Background: an optimization exercise with open tools, aiming at small area, a short achievable clock period and few clock cycles. Do not read the settings as production practice.
RTL that was checked went through simulation tests only; none was proved equivalent to the original.
Power is estimated from default activity; no workload was simulated.

// pov_core
module pov_core (
    input  wire        clk,
    input  wire        rst,           
    input  wire        cmd_valid,
    input  wire [39:0] cmd_word,
    output reg         cmd_ready,
    output reg         resp_valid,
    output wire [7:0]  resp_code,
    input  wire        tick_valid,
    output reg         tick_ready,
    output reg         led_data,
    output reg         led_clk,
    output reg         led_latch,
    output wire        led_oe,
    output reg  [3:0]  coil,
    output reg  [31:0] step_delay_ms,
    output reg         timer_armed
);
    assign led_oe = 1'b0;
    reg [127:0] ring;           
    reg [3:0]   rot;
    reg         clr;            
    reg [3:0]   write_end, read_front, read_back;
    reg [4:0]   pixel_step;     
    reg         pwrap;          
    reg         pb2;            
    reg [4:0]   highlighted;
    reg         underrun, dneg;
    reg [2:0]   phase_index;
    reg [3:0]   bsh;            
    wire        halted = ~timer_armed;
    reg         busy;
    reg [3:0]   cyc;
    reg         tgo;            
    reg [6:0]   sh;
    reg         cw;             
    reg [3:0]   cnext;          
    reg         p_ophz;         
    reg [2:0]   p_op;           
    reg         p_zx;           
    reg         p_zf;           
    reg         p_zb1;          
    reg         p_z0h;          
    reg         p_a0;           
    reg         p_neg;          
    reg         p_e0;           
    reg         p_eff;          
    reg         p_elt;          
    reg         p_egt;          
    reg         p_lgt;          
    reg         rc7, rc1, rc0;
    assign resp_code = {rc7, 5'b00000, rc1, rc0};
    reg [24:0]  dm;
    reg [24:0]  dr;
    reg [2:0]   dj;             
    reg         dneg_r;         
    reg         dcy;            
    reg         dtop;           
  ...
Size in the first run: roughly 930 cells after synthesis, about 96 I/O pins, ~10,000 um2 of cells after synthesis.
clock: 6.5 ns
lec_check: 0
cap_margin: 20
core_margin: 2
core_utilization: 40
cts_cluster_diameter: 100
cts_cluster_size: 25
place_density: 0.6
setup_slack_margin: 4.0
slew_margin: 20
standard.sh (not shown) runs the stock make flow with config.mk's settings and CLKGATE_MAP_FILE= SYNTH_SCRIPT=/design/flow/synth_recipe.tcl, a recipe that flattens the netlist after the stock synthesis.
==> flow/flow/run.sh <==
#!/bin/bash
# The standard layout (the standard.sh), with every input and output
# port buffered by a plain buffer cell instead of the default choice.
set -e
export BUFFER_PORTS_ARGS="-buffer_cell sky130_fd_sc_hd__buf_1"
bash standard.sh > standard.log 2>&1
The first run went through all stages and came out clean.
==> next run, changes <==
--- a/flow/design.v
+++ b/flow/design.v
@@ -55,16 +55,15 @@
     reg [2:0]   dj;             
     reg         dneg_r;         
     reg         dcy;            
     reg         dtop;           
     reg [5:0]   dcnt;           
     reg         drun;
     reg         dovf;           
-    reg  crdy;
-    wire cmd_acc  = crdy;
+    wire cmd_acc  = cmd_valid & cmd_ready;
     wire tick_acc = tick_valid & tick_ready;
     wire c15 = busy & (cyc == 4'd15);
     wire busy_n = tgo | (busy & ~c15);
     wire [3:0] cyc_n = tgo ? 4'd0 : cyc + 4'd1;
     wire       front_on = (pixel_step <= highlighted);
     wire [4:0] back_step = (pixel_step >= 5'd3) ? pixel_step - 5'd3 : pixel_step + 5'd23;
     wire       back_on  = (back_step <= highlighted);
@@ -131,24 +130,24 @@
     wire div_busy_n = div_go | (drun & ~dlast);    
     wire tslot_n    = ~busy_n | (cyc_n[3:1] == 3'b111);
     wire cmd_rdy_n  = cmd_valid & ~cmd_acc & ~div_busy_n &
                       (~op1 | (rot + 4'd1 == write_end));
     wire tick_rdy_n = tslot_n & ~tick_acc & (rot + 4'd2 == rf_n);
     always @(posedge clk) begin
         ring <= {p15d, ring[127:8]};
-        dr   <= crdy ? 25'h0753000 : {dsum[4:0], dr[24:5]};
-        dm   <= crdy ? {2'b01, arg[22:0]} : {dm[4:0], dm[24:5]};
-        dj   <= (crdy | d4) ? 3'd0 : dj + 3'd1;
-        dcy  <= crdy | (d4 ? ~dsum[4] : dsum[5]);
-        dtop <= ~crdy & ~d4 & dr[4];
-        if (crdy)
+        dr   <= cmd_ready ? 25'h0753000 : {dsum[4:0], dr[24:5]};
+        dm   <= cmd_ready ? {2'b01, arg[22:0]} : {dm[4:0], dm[24:5]};
+        dj   <= (cmd_ready | d4) ? 3'd0 : dj + 3'd1;
+        dcy  <= cmd_ready | (d4 ? ~dsum[4] : dsum[5]);
+        dtop <= ~cmd_ready & ~d4 & dr[4];
+        if (cmd_ready)
             dneg_r <= 1'b0;
         else if (d4)
             dneg_r <= dsum[4];
-        if (crdy)
+        if (cmd_ready)
             dcnt <= arg[28:23];
         else if (d4)
             dcnt <= dcnt + 6'd1;
         p_ophz <= (op[7:3] == 5'd0);
         p_op   <= op[2:0];
         p_zx   <= (arg[31:23] == 9'd0);
         p_zf   <= (arg[22:16] == 7'd0);
@@ -197,26 +196,23 @@
             busy          <= 1'b0;
             tgo           <= 1'b0;
             led_data      <= 1'b0;
             led_clk       <= 1'b0;
             led_latch     <= 1'b0;
             coil          <= 4'd0;
             cmd_ready     <= 1'b0;
-            crdy          <= 1'b0;
             tick_ready    <= 1'b0;
             resp_valid    <= 1'b0;
             drun          <= 1'b0;
             dovf          <= 1'b0;
         end else begin
             rot <= rot + 4'd1;
             if (rot == 4'd15)
                 clr <= 1'b0;
-            crdy       <= cmd_rdy_n;
-            cmd_ready  <= cmd_valid & ~cmd_ready & ~div_busy_n &
-                          (~op1 | (rot + 4'd1 == write_end));
+            cmd_ready  <= cmd_rdy_n;
             tick_ready <= tick_rdy_n;
             if (bcap) bsh <= {p15d[7], p15d[5], p15d[3], p15d[1]};
             resp_valid <= (cmd_acc & ~div_go) | dlast | dovf;
             dovf       <= dsat;
             if (push_ok)
                 write_end <= write_end + 4'd1;
             if (live & d_dir)
The new run finished with timing, DRC and antenna clean.
Synthesized area goes down slightly.
Sequential cell count goes down by 1.
Cell area goes up slightly.
Register-to-register slack degrades by 0.04 ns.
Clock power barely changes.
Maximum frequency goes down slightly.
Worst setup slack degrades by 0.024 ns.
Via count goes up slightly.
Hold slack barely changes.
Power goes up slightly.
Testbench counts after the change, summed over its fixed seeds: cycles 61,728.
No functional check of the RTL was part of the first run of this note.

* * *

pov_core, a different RTL version from the one above (not shown whole).
Size in the first run: roughly 910 cells after synthesis, ~310 flip-flops, ~96 I/O pins.
Settings: LEC_CHECK=0, CAP_MARGIN=20, CORE_MARGIN=2, CORE_UTILIZATION=40, CTS_CLUSTER_DIAMETER=100, CTS_CLUSTER_SIZE=25, PLACE_DENSITY=0.6, SETUP_SLACK_MARGIN=4.0, SLEW_MARGIN=20; clock period 6.5 ns.
Scripts as last shown in full above: flow/flow/run.sh
==> next run, changes <==
--- a/flow/design.v
+++ b/flow/design.v
@@ -53,24 +53,23 @@
     reg         rc7, rc1, rc0;
     assign resp_code = {rc7, 5'b00000, rc1, rc0};
     reg [24:0]  dm;
     reg [24:0]  dr;
     reg [2:0]   dj;             
     reg         dneg_r;         
     reg         dcy;            
     reg         dtop;           
     reg [5:0]   dcnt;           
     reg         drun;
     reg         dovf;           
-    reg  crdy;
-    wire cmd_acc  = crdy;
+    wire cmd_acc  = cmd_valid & cmd_ready;
     wire tick_acc = tick_valid & tick_ready;
     wire c15 = busy & (cyc == 4'd15);
     wire busy_n = tgo | (busy & ~c15);
     wire [3:0] cyc_n = tgo ? 4'd0 : cyc + 4'd1;
     wire       front_on = (pixel_step <= highlighted);
     wire [4:0] back_step = (pixel_step >= 5'd3) ? pixel_step - 5'd3 : pixel_step + 5'd23;
     wire       back_on  = (back_step <= highlighted);
     wire [3:0] fb = (front_on & ~clr) ? {ring[6], ring[4], ring[2], ring[0]} : 4'd0;
     wire [3:0] bb = back_on  ? bsh : 4'd0;
     wire [7:0] frame = {bb[3], fb[3], bb[2], fb[2], bb[1], fb[1], bb[0], fb[0]};
     wire       f_eq_w = (read_front == write_end);
@@ -129,32 +128,32 @@
     wire [5:0]  dsum = {1'b0, da} + {1'b0, db} + {5'd0, dcy};
     wire [7:0] p15d = push_ok ? arg[7:0] : (clr ? 8'd0 : ring[7:0]);
     wire [3:0] rf_n = (tgo & fadv) ? read_front + 4'd1 : read_front;
     wire       bcap = (tgo & badv) ? (rot == read_back + 4'd1)  : (rot == read_back);
     wire div_busy_n = div_go | (drun & ~dlast);    
     wire tslot_n    = ~busy_n | (cyc_n[3:1] == 3'b111);
     wire cmd_rdy_n  = cmd_valid & ~cmd_acc & ~div_busy_n &
                       (~op1 | (rot + 4'd1 == write_end));
     wire tick_rdy_n = tslot_n & ~tick_acc & (rot + 4'd2 == rf_n);
     always @(posedge clk) begin
         ring <= {p15d, ring[127:8]};
-        dr   <= crdy ? 25'h0753000 : {dsum[4:0], dr[24:5]};
-        dm   <= crdy ? {2'b01, arg[22:0]} : {dm[4:0], dm[24:5]};
-        dj   <= (crdy | d4) ? 3'd0 : dj + 3'd1;
-        dcy  <= crdy | (d4 ? ~dsum[4] : dsum[5]);
-        dtop <= ~crdy & ~d4 & dr[4];
-        if (crdy)
+        dr   <= cmd_ready ? 25'h0753000 : {dsum[4:0], dr[24:5]};
+        dm   <= cmd_ready ? {2'b01, arg[22:0]} : {dm[4:0], dm[24:5]};
+        dj   <= (cmd_ready | d4) ? 3'd0 : dj + 3'd1;
+        dcy  <= cmd_ready | (d4 ? ~dsum[4] : dsum[5]);
+        dtop <= ~cmd_ready & ~d4 & dr[4];
+        if (cmd_ready)
             dneg_r <= 1'b0;
         else if (d4)
             dneg_r <= dsum[4];
-        if (crdy)
+        if (cmd_ready)
             dcnt <= arg[28:23];
         else if (d4)
             dcnt <= dcnt + 6'd1;
         p_ophz <= (op[7:3] == 5'd0);
         p_op   <= op[2:0];
         p_zx   <= (arg[31:23] == 9'd0);
         p_zf   <= (arg[22:16] == 7'd0);
         p_zb1  <= (arg[15:8] == 8'd0);
         p_z0h  <= (arg[7:1] == 7'd0);
         p_a0   <= arg[0];
         p_neg  <= arg[31];
@@ -197,34 +196,31 @@
             bsh           <= 4'd0;
             timer_armed   <= 1'b1;
             step_delay_ms <= 32'd0;
             busy          <= 1'b0;
             tgo           <= 1'b0;
             tgo2          <= 1'b0;
             led_data      <= 1'b0;
             led_clk       <= 1'b0;
             led_latch     <= 1'b0;
             coil          <= 4'd0;
             cmd_ready     <= 1'b0;
-            crdy          <= 1'b0;
             tick_ready    <= 1'b0;
             resp_valid    <= 1'b0;
             drun          <= 1'b0;
             dovf          <= 1'b0;
         end else begin
             rot <= rot + 4'd1;
             if (rot == 4'd15)
                 clr <= 1'b0;
-            crdy       <= cmd_rdy_n;
-            cmd_ready  <= cmd_valid & ~cmd_ready & ~div_busy_n &
-                          (~op1 | (rot + 4'd1 == write_end));
+            cmd_ready  <= cmd_rdy_n;
             tick_ready <= tick_rdy_n;
             if (bcap) bsh <= {p15d[7], p15d[5], p15d[3], p15d[1]};
             resp_valid <= (cmd_acc & ~div_go) | dlast | dovf;
             dovf       <= dsat;
             if (push_ok)
                 write_end <= write_end + 4'd1;
             if (live & d_dir)
                 dneg <= arg[0];
             if (live & d_hl)
                 highlighted <= d_hlsat ? 5'd26 : arg[4:0];
             if (live & d_shut)
=>
- routed wire length rises by 2.6%
- sequential share of layout area falls by 0.97 points
- synthesized cell count rose by about 1%
- power fell by about 1.1%
- critical path depth does not change
- synthesized area is about the same
- maximum frequency drops by about 1.4%
- combinational power went down by about 4%
No functional check of the RTL was part of any run of this note.

* * *

The RTL this note starts from:
==> flow/design.v <==
module pov_core (
    input  wire        clk,
    input  wire        rst,           
    input  wire        cmd_valid,
    input  wire [39:0] cmd_word,
    output reg         cmd_ready,
    output reg         resp_valid,
    output wire [7:0]  resp_code,
    input  wire        tick_valid,
    output reg         tick_ready,
    output reg         led_data,
    output reg         led_clk,
    output reg         led_latch,
    output wire        led_oe,
    output reg  [3:0]  coil,
    output reg  [31:0] step_delay_ms,
    output reg         timer_armed
);
    assign led_oe = 1'b0;
    reg [127:0] ring;           
    reg [3:0]   rot;
    reg         clr;            
    reg [3:0]   write_end, read_front, read_back;
    reg [4:0]   pixel_step;     
    reg         pwrap;          
    reg         pb2;            
    reg [4:0]   highlighted;
    reg         underrun, dneg;
    reg [2:0]   phase_index;
    reg [3:0]   bsh;            
    wire        halted = ~timer_armed;
    reg         busy;
    reg [3:0]   cyc;
    reg         tgo;            
    reg [2:0]   sb;             
    reg         fon_f;          
    reg         cw;             
    reg [3:0]   cnext;          
    reg         p_ophz;         
    reg [2:0]   p_op;           
    reg         p_zx;           
    reg         p_zf;           
    reg         p_zb1;          
    reg         p_z0h;          
    reg         p_a0;           
    reg         p_neg;          
    reg         p_e0;           
    reg         p_eff;          
    reg         p_elt;          
    reg         p_egt;          
    reg         p_lgt;          
    reg         rc7, rc1, rc0;
    assign resp_code = {rc7, 5'b00000, rc1, rc0};
    reg [24:0]  dm;
    reg [24:0]  dr;
    reg [2:0]   dj;             
    reg         dneg_r;         
    reg         dcy;            
    reg         dtop;           
    reg [5:0]   dcnt;           
    reg         drun;
    reg         dovf;           
    wire cmd_acc  = cmd_valid & cmd_ready;
    wire tick_acc = tick_valid & tick_ready;
    wire c15 = busy & (cyc == 4'd15);
    wire busy_n = tgo | (busy & ~c15);
    wire [3:0] cyc_n = tgo ? 4'd0 : cyc + 4'd1;
    wire       front_on = (pixel_step <= highlighted);
    wire [4:0] back_step = (pixel_step >= 5'd3) ? pixel_step - 5'd3 : pixel_step + 5'd23;
    wire       back_on  = (back_step <= highlighted);
    wire [3:0] fb = (front_on & ~clr) ? {ring[6], ring[4], ring[2], ring[0]} : 4'd0;
    wire [3:0] bb = back_on  ? bsh : 4'd0;
    wire [7:0] frame = {bb[3], fb[3], bb[2], fb[2], bb[1], fb[1], bb[0], fb[0]};
    wire       f_eq_w = (read_front == write_end);
    wire       fadv   = pwrap & ~f_eq_w;
    wire       ur_n   = underrun | (pwrap & f_eq_w);
    wire       badv   = pb2 & ~underrun;    
    reg [3:0] phase_pattern;
    always @(*) begin
        case (phase_index)
            3'd0: phase_pattern = 4'b0001;
            3'd1: phase_pattern = 4'b0011;
            3'd2: phase_pattern = 4'b0010;
            3'd3: phase_pattern = 4'b0110;
            3'd4: phase_pattern = 4'b0100;
            3'd5: phase_pattern = 4'b1100;
            3'd6: phase_pattern = 4'b1000;
            default: phase_pattern = 4'b1001;
        endcase
    end
    wire [7:0]  op  = cmd_word[39:32];
    wire [31:0] arg = cmd_word[31:0];
    wire [7:0]  sp_e = arg[30:23];
    wire        op1 = (op == 8'h01);
    wire        is1 = p_ophz & (p_op == 3'd1);
    wire        is2 = p_ophz & (p_op == 3'd2);
    wire        is3 = p_ophz & (p_op == 3'd3);
    wire        is4 = p_ophz & (p_op == 3'd4);
    wire        is5 = p_ophz & (p_op == 3'd5);
    wire        zhi   = p_zx & p_zf & p_zb1;             
    wire        z31_1 = zhi & p_z0h;                     
    wire        fz    = p_zf & p_zb1 & p_z0h & ~p_a0;    
    wire        sp_ok = ~p_neg & ~p_eff & ~(p_e0 & fz);
    wire        bad = (is1 & ~zhi) |
                      (is2 & ~z31_1) |
                      (is4 & ~sp_ok) |
                      (is5 & ~(z31_1 & ~p_a0));
    wire        illegal = ~(is1 | is2 | is3 | is4 | is5);
    wire        d_push = is1 & zhi;
    wire        d_dir  = is2 & z31_1;
    wire        d_hl   = is3;
    wire        d_hlsat = ~zhi | p_lgt;
    wire        d_sat  = is4 & sp_ok & p_elt;
    wire        d_zero = is4 & sp_ok & p_egt;
    wire        d_div  = is4 & sp_ok & ~p_elt & ~p_egt;
    wire        d_shut = is5 & z31_1 & ~p_a0;
    wire full    = (tgo & fadv) ? (read_front == write_end + 4'd1)
                                : (read_front == write_end + 4'd2);
    wire live    = cmd_acc & ~halted;
    wire push_ok = live & d_push & ~full;
    wire div_go  = live & d_div;
    wire d4      = (dj == 3'd4);
    wire dsat    = drun & d4 & (dcnt == 6'd34) & ~dsum[4];
    wire dlast   = drun & d4 & (dcnt == 6'd2);
    wire [4:0]  da   = {dr[3:0], dtop};
    wire [4:0]  db   = dneg_r ? dm[4:0] : ~dm[4:0];
    wire [5:0]  dsum = {1'b0, da} + {1'b0, db} + {5'd0, dcy};
    wire [7:0] p15d = push_ok ? arg[7:0] : (clr ? 8'd0 : ring[7:0]);
    wire [3:0] rf_n = (tgo & fadv) ? read_front + 4'd1 : read_front;
    wire       bcap = (tgo & badv) ? (rot == read_back + 4'd1)  : (rot == read_back);
    wire div_busy_n = div_go | (drun & ~dlast);    
    wire tslot_n    = ~busy_n | (cyc_n[3:1] == 3'b111);
    wire push_rf    = op1 & (write_end == rf_n);
    wire cmd_rdy_n  = cmd_valid & ~cmd_acc & ~div_busy_n &
                      (~op1 | (rot + 4'd1 == write_end)) & ~(tick_acc & push_rf);
    wire tick_rdy_n = tslot_n & ~tick_acc & (rot + 4'd2 == rf_n) & ~(cmd_valid & push_rf);
    reg ftap;
    always @(*) begin
        case (cyc[3:2])
            2'd0: ftap = ring[8*14 + 6];
            2'd1: ftap = ring[8*10 + 4];
            2'd2: ftap = ring[8*6 + 2];
            default: ftap = ring[8*2 + 0];
        endcase
    end
    always @(posedge clk) begin
        ring <= {p15d, ring[127:8]};
        dr   <= cmd_ready ? 25'h0753000 : {dsum[4:0], dr[24:5]};
        dm   <= cmd_ready ? {2'b01, arg[22:0]} : {dm[4:0], dm[24:5]};
        dj   <= (cmd_ready | d4) ? 3'd0 : dj + 3'd1;
        dcy  <= cmd_ready | (d4 ? ~dsum[4] : dsum[5]);
        dtop <= ~cmd_ready & ~d4 & dr[4];
        if (cmd_ready)
            dneg_r <= 1'b0;
        else if (d4)
            dneg_r <= dsum[4];
        if (cmd_ready)
            dcnt <= arg[28:23];
        else if (d4)
            dcnt <= dcnt + 6'd1;
        p_ophz <= (op[7:3] == 5'd0);
        p_op   <= op[2:0];
        p_zx   <= (arg[31:23] == 9'd0);
        p_zf   <= (arg[22:16] == 7'd0);
        p_zb1  <= (arg[15:8] == 8'd0);
        p_z0h  <= (arg[7:1] == 7'd0);
        p_a0   <= arg[0];
        p_neg  <= arg[31];
        p_e0   <= (sp_e == 8'd0);
        p_eff  <= (sp_e == 8'hFF);
        p_elt  <= (sp_e < 8'd98);
        p_egt  <= (sp_e > 8'd130);
        p_lgt  <= (arg[7:0] > 8'd26);
        cyc <= cyc_n;
        if (cmd_acc & ~rst) begin
            if (halted)
                {rc7, rc1, rc0} <= 3'b110;
            else if (d_push & full)
                {rc7, rc1, rc0} <= 3'b001;
            else
                {rc7, rc1, rc0} <= {bad | illegal, 1'b0, bad};
        end
        if (tgo)
            cw <= ~ur_n;
        if (c15)
            cnext <= cw ? phase_pattern : coil;
        if (tgo) begin
            sb    <= bb[2:0];
            fon_f <= front_on;
        end else if (busy & cyc[0] & cyc[1])
            sb <= {sb[1:0], 1'b0};
        if (rst) begin
            rot           <= 4'd0;
            clr           <= 1'b1;
            write_end     <= 4'd0;
            read_front    <= 4'd0;
            read_back     <= 4'd15;
            pixel_step    <= 5'd0;
            pwrap         <= 1'b0;
            pb2           <= 1'b0;
            highlighted   <= 5'd0;
            underrun      <= 1'b0;
            dneg          <= 1'b0;
            phase_index   <= 3'd0;
            bsh           <= 4'd0;
            timer_armed   <= 1'b1;
            step_delay_ms <= 32'd0;
            busy          <= 1'b0;
            tgo           <= 1'b0;
            led_data      <= 1'b0;
            led_clk       <= 1'b0;
            led_latch     <= 1'b0;
            coil          <= 4'd0;
            cmd_ready     <= 1'b0;
            tick_ready    <= 1'b0;
            resp_valid    <= 1'b0;
            drun          <= 1'b0;
            dovf          <= 1'b0;
        end else begin
            rot <= rot + 4'd1;
            if (rot == 4'd15)
                clr <= 1'b0;
            cmd_ready  <= cmd_rdy_n;
            tick_ready <= tick_rdy_n;
            if (bcap) bsh <= {p15d[7], p15d[5], p15d[3], p15d[1]};
            resp_valid <= (cmd_acc & ~div_go) | dlast | dovf;
            dovf       <= dsat;
            if (push_ok)
                write_end <= write_end + 4'd1;
            if (live & d_dir)
                dneg <= arg[0];
            if (live & d_hl)
                highlighted <= d_hlsat ? 5'd26 : arg[4:0];
            if (live & d_shut)
                timer_armed <= 1'b0;
            if (live & d_sat)
                step_delay_ms <= 32'hFFFF_FFFF;
            else if (live & (d_zero | d_div))
                step_delay_ms <= 32'd0;
            else if (drun & d4)
                step_delay_ms <= {step_delay_ms[30:0], ~dsum[4]};
            if (dovf)
                step_delay_ms <= 32'hFFFF_FFFF;
            if (div_go)
                drun <= 1'b1;
            else if (dlast | dsat)
                drun <= 1'b0;
            tgo <= tick_acc & ~halted & ~(live & d_shut);
            if (tgo) begin
                phase_index <= dneg ? phase_index - 3'd1 : phase_index + 3'd1;
                pixel_step  <= pwrap ? 5'd0 : pixel_step + 5'd1;
                pwrap       <= (pixel_step == 5'd24);
                pb2         <= (pixel_step == 5'd1);
                if (fadv)
                    read_front <= read_front + 4'd1;
                underrun <= ur_n;    
                if (badv)
                    read_back <= read_back + 4'd1;
            end
            if (push_ok)
                underrun <= 1'b0;
            led_latch <= c15;
            busy <= busy_n;
            if (tgo) begin
                led_clk  <= 1'b0;
                led_data <= frame[7];
            end else if (busy) begin
                if (!cyc[0]) begin
                    led_clk <= 1'b1;
                end else begin
                    led_clk <= 1'b0;
                    if (!c15)
                        led_data <= cyc[1] ? sb[2] : (fon_f & ftap);
                end
            end
            if (led_latch)
                coil <= cnext;
        end
    end
endmodule
Settings: LEC_CHECK=0, CAP_MARGIN=20, CORE_MARGIN=2, CORE_UTILIZATION=50, CTS_CLUSTER_DIAMETER=100, CTS_CLUSTER_SIZE=25, PLACE_DENSITY=0.65, SETUP_SLACK_MARGIN=4.0, SLEW_MARGIN=20; clock period 6.5 ns.
Scripts as last shown in full above: flow/flow/run.sh
The first run went through all stages and came out clean.
Then changed:
--- a/flow/design.v
+++ b/flow/design.v
@@ -30,12 +30,11 @@
     reg [3:0]   bsh;            
     wire        halted = ~timer_armed;
     reg         busy;
     reg [3:0]   cyc;
     reg         tgo;            
-    reg [2:0]   sb;             
-    reg         fon_f;          
+    reg [6:0]   sh;
     reg         cw;             
     reg [3:0]   cnext;          
     reg         p_ophz;         
     reg [2:0]   p_op;           
     reg         p_zx;           
@@ -128,23 +127,13 @@
     wire [7:0] p15d = push_ok ? arg[7:0] : (clr ? 8'd0 : ring[7:0]);
     wire [3:0] rf_n = (tgo & fadv) ? read_front + 4'd1 : read_front;
     wire       bcap = (tgo & badv) ? (rot == read_back + 4'd1)  : (rot == read_back);
     wire div_busy_n = div_go | (drun & ~dlast);    
     wire tslot_n    = ~busy_n | (cyc_n[3:1] == 3'b111);
-    wire push_rf    = op1 & (write_end == rf_n);
     wire cmd_rdy_n  = cmd_valid & ~cmd_acc & ~div_busy_n &
-                      (~op1 | (rot + 4'd1 == write_end)) & ~(tick_acc & push_rf);
-    wire tick_rdy_n = tslot_n & ~tick_acc & (rot + 4'd2 == rf_n) & ~(cmd_valid & push_rf);
-    reg ftap;
-    always @(*) begin
-        case (cyc[3:2])
-            2'd0: ftap = ring[8*14 + 6];
-            2'd1: ftap = ring[8*10 + 4];
-            2'd2: ftap = ring[8*6 + 2];
-            default: ftap = ring[8*2 + 0];
-        endcase
-    end
+                      (~op1 | (rot + 4'd1 == write_end));
+    wire tick_rdy_n = tslot_n & ~tick_acc & (rot + 4'd2 == rf_n);
     always @(posedge clk) begin
         ring <= {p15d, ring[127:8]};
         dr   <= cmd_ready ? 25'h0753000 : {dsum[4:0], dr[24:5]};
         dm   <= cmd_ready ? {2'b01, arg[22:0]} : {dm[4:0], dm[24:5]};
         dj   <= (cmd_ready | d4) ? 3'd0 : dj + 3'd1;
@@ -182,15 +171,14 @@
         end
         if (tgo)
             cw <= ~ur_n;
         if (c15)
             cnext <= cw ? phase_pattern : coil;
-        if (tgo) begin
-            sb    <= bb[2:0];
-            fon_f <= front_on;
-        end else if (busy & cyc[0] & cyc[1])
-            sb <= {sb[1:0], 1'b0};
+        if (tgo)
+            sh <= frame[6:0];
+        else if (busy & cyc[0])
+            sh <= {sh[5:0], 1'b0};
         if (rst) begin
             rot           <= 4'd0;
             clr           <= 1'b1;
             write_end     <= 4'd0;
             read_front    <= 4'd0;
@@ -268,11 +256,11 @@
                 if (!cyc[0]) begin
                     led_clk <= 1'b1;
                 end else begin
                     led_clk <= 1'b0;
                     if (!c15)
-                        led_data <= cyc[1] ? sb[2] : (fon_f & ftap);
+                        led_data <= sh[6];
                 end
             end
             if (led_latch)
                 coil <= cnext;
         end
Outcome: Total power went down by 1.0%. Critical path depth does not change. Hold slack hardly moves. Design area went down by about 1.7%. Clock-buffer cell count went down by 2. Global-route usage went down by 1.1 points. Die area went up by about 1.2%. Non-clock buffer count went down by 11. Core utilization went down by 1.3 points. Register-to-register slack is better by 0.03 ns. Area after synthesis went up by 1.2%. Setup slack barely changes. Flip-flop and latch count went up by 3.
Testbench counts after the change, summed over its fixed seeds: cycles 61,728.
Function not checked in the first run of this note: the RTL went through the layout flow alone.

what the ideal ports hide:
The flow's constraints put no driver on any port. The routed layouts listed below were extracted and timed again, unchanged, in two steps.
Step 1, drivers: a clkbuf_16 drives clk and a buf_2 each remaining input, both assumed.
Step 2 moves the port delays by t, midway between the first and last clock arrival at a register: inputs arrive t later, outputs are due t later. That takes back most of the time a late clock gives input paths.
Slacks: ideal / step 1 / step 2; pairs: ideal / step 1.
run	t (ns)	setup WS [ns]	worst setup path at the end
the first run of note 1	0.538	4.100 / 4.057 / 3.786	input to register
the second run of note 1	0.537	4.076 / 4.031 / 3.616	input to register
the first run of note 2	0.541	4.064 / 4.031 / 3.890	input to register
the second run of note 2	0.544	4.030 / 4.012 / 3.468	input to register
the first run of note 3	0.535	4.055 / 4.007 / 3.668	input to register
the second run of note 3	0.544	4.056 / 4.012 / 3.658	input to register
After both steps setup and hold are still met in every run listed. For the second run of note 2, which loses most, drivers alone change the setup slack by -0.018 ns; drivers and shift together by -0.562 ns.
